From an optimization exercise on the open Yosys and OpenROAD flow, aimed at small area, a short achievable clock period and few clock cycles per item; shortcuts taken in it are not production practice.
In this exercise RTL edits were held to simulation tests only and were not proved equivalent to the original.

==> inputs of job 4715 <==
## gps_codec
module gps_codec (
    input  wire        clk,
    input  wire        rst,
    input  wire        in_valid,
    output wire        in_ready,
    input  wire        fix,
    input  wire [7:0]  num_sat,
    input  wire [31:0] lat,
    input  wire [31:0] lon,
    input  wire [15:0] speed,
    input  wire [31:0] alt,
    input  wire [15:0] dist_home,
    input  wire [15:0] dir_home,
    output reg         out_valid,
    input  wire        out_ready,
    output wire [15:0] speed_kmh,
    output wire        lat_south,
    output wire [15:0] lat_degmin,
    output wire [15:0] lat_sec,
    output wire        lon_west,
    output wire [15:0] lon_degmin,
    output wire [15:0] lon_sec,
    output wire [15:0] dist_out,
    output wire [15:0] alt_out,
    output wire [7:0]  num_sat_out,
    output wire [7:0]  fix_char,
    output wire [7:0]  dir_out
);
clock: 120.0 ns
lec_check: 0
abc_area: 1
cap_margin: 20
core_margin: 2
core_utilization: 65
cts_buf_list: sky130_fd_sc_hd__clkbuf_4 sky130_fd_sc_hd__clkbuf_8
place_density: 0.75
slew_margin: 20
standard.sh (not shown) runs the stock make flow with config.mk's settings and CLKGATE_MAP_FILE= SYNTH_SCRIPT=/design/flow/synth_recipe.tcl, a recipe that flattens the netlist after the stock synthesis.
==> flow/flow/run.sh <==
#!/bin/bash
# The standard layout with two changes:
#  - synthesis maps with flow/abc_area.script instead of ORFS's abc script
#    (everything else in synth_recipe.tcl and ORFS's synth.tcl is unchanged:
#    synth -nofsm -noshare, flatten, the same renames);
#  - each port is buffered with the smallest buffer cell.
# Each tool's output goes to a log of its own here and under orfs/logs.
set -euo pipefail
HERE=$(pwd)
# ORFS synth.tcl with the abc script replaced
sed "s#^\( *\)log_cmd abc {\*}\$abc_args#\1set abc_args [lreplace \$abc_args 1 1 $HERE/flow/abc_area.script]\n\1log_cmd abc {*}\$abc_args#" \
    "$FLOW_HOME/scripts/synth.tcl" > "$HERE/synth_custom.tcl"
grep -q "abc_area.script" "$HERE/synth_custom.tcl"
# The standard flow's synthesis script, sourcing the modified synth.tcl
sed "s#source \$::env(SCRIPTS_DIR)/synth.tcl#source $HERE/synth_custom.tcl#" synth_recipe.tcl > "$HERE/synth_recipe_custom.tcl"
grep -q "synth_custom.tcl" "$HERE/synth_recipe_custom.tcl"
sed "s#SYNTH_SCRIPT=[^ ]*#SYNTH_SCRIPT=$HERE/synth_recipe_custom.tcl#" standard.sh > "$HERE/standard_custom.sh"
grep -q "synth_recipe_custom.tcl" "$HERE/standard_custom.sh"
bash "$HERE/standard_custom.sh" BUFFER_PORTS_ARGS="-buffer_cell sky130_fd_sc_hd__buf_1" finish > make_finish.log 2>&1
==> flow/flow/abc_area.script <==
strash; &get -n; &fraig -x; &put; scorr; dc2; strash; &get -n; &dch -f; &nf -p -R 1000 -F 8 -A 4; &put; mfs3 -a; topo; stime -c; dnsize -c
==> job 4911 (differences from job 4715) <==
==> flow/flow/abc_area.script (replaced) <==
strash; &get -n; &fraig -x; &put; scorr; dc2; strash; &get -n; &dch -f; &nf -p -R 1000 -F 8 -A 4; &put; topo; stime -c; dnsize -c
==> comparison <==
Via count: job 4911 is larger than job 4715 (about 0.7%).
Sequential cell count is the same in job 4715 and job 4911.
Count of clock-buffer cells in the layout is the same in job 4715 and job 4911.
Cell count: job 4715 is larger than job 4911 (about 0.5%).
==> figures <==
Number of global-route vias before repair: job 4715 15100; job 4911 16000
Result of the run: job 4715 timing/DRC/antenna clean; job 4911 timing/DRC/antenna clean
Worst path buffer plus inverter count: job 4715 2; job 4911 10
Final standard cell utilization of the core: job 4715 70.2%; job 4911 70.3%
Sequential cell area share: job 4715 17.7%; job 4911 17.5%
Die footprint: job 4715 0.0320 mm²; job 4911 0.0325 mm²
Fill cells: job 4715 2559; job 4911 2522
Multi-input logic area: job 4715 0.0143 mm²; job 4911 0.0146 mm²
Testbench counts of job 4715, summed over its fixed seeds: cycles 8,008, items 8,000.
Testbench counts of job 4911, summed over its fixed seeds: cycles 8,008, items 8,000.

==> afterwards: timing with drivers on the ports <==
Ports are ideal in the flow. The routed layouts listed here were re-timed in OpenROAD.
Step 1 (the two cells are an assumption about what drives the block):
set clk [get_ports {clk}]
set_driving_cell -lib_cell sky130_fd_sc_hd__clkbuf_16 $clk
set_driving_cell -lib_cell sky130_fd_sc_hd__buf_2 [delete_from_list [all_inputs] $clk]
Step 2 times the ports against the registers' clock, not the clock port: input delays grow and output delays shrink by t, the midpoint of the rising clock arrivals with the driver on.
Slacks: ideal ports / drivers / drivers and shift; pairs: ideal ports / drivers.
| run | shift t [ns] | slack for setup (ns) | worst setup path after step 2 |
|---|---|---|---|
| job 4715 | 0.522 | 71.629 / 71.604 / 71.604 | input to output |
| job 4911 | 0.482 | 71.537 / 71.488 / 71.616 | input to output |
After both steps setup and hold are still met in every run listed. The setup slack of job 4715, which loses most, moves by -0.025 ns with the drivers and by -0.025 ns with both steps.
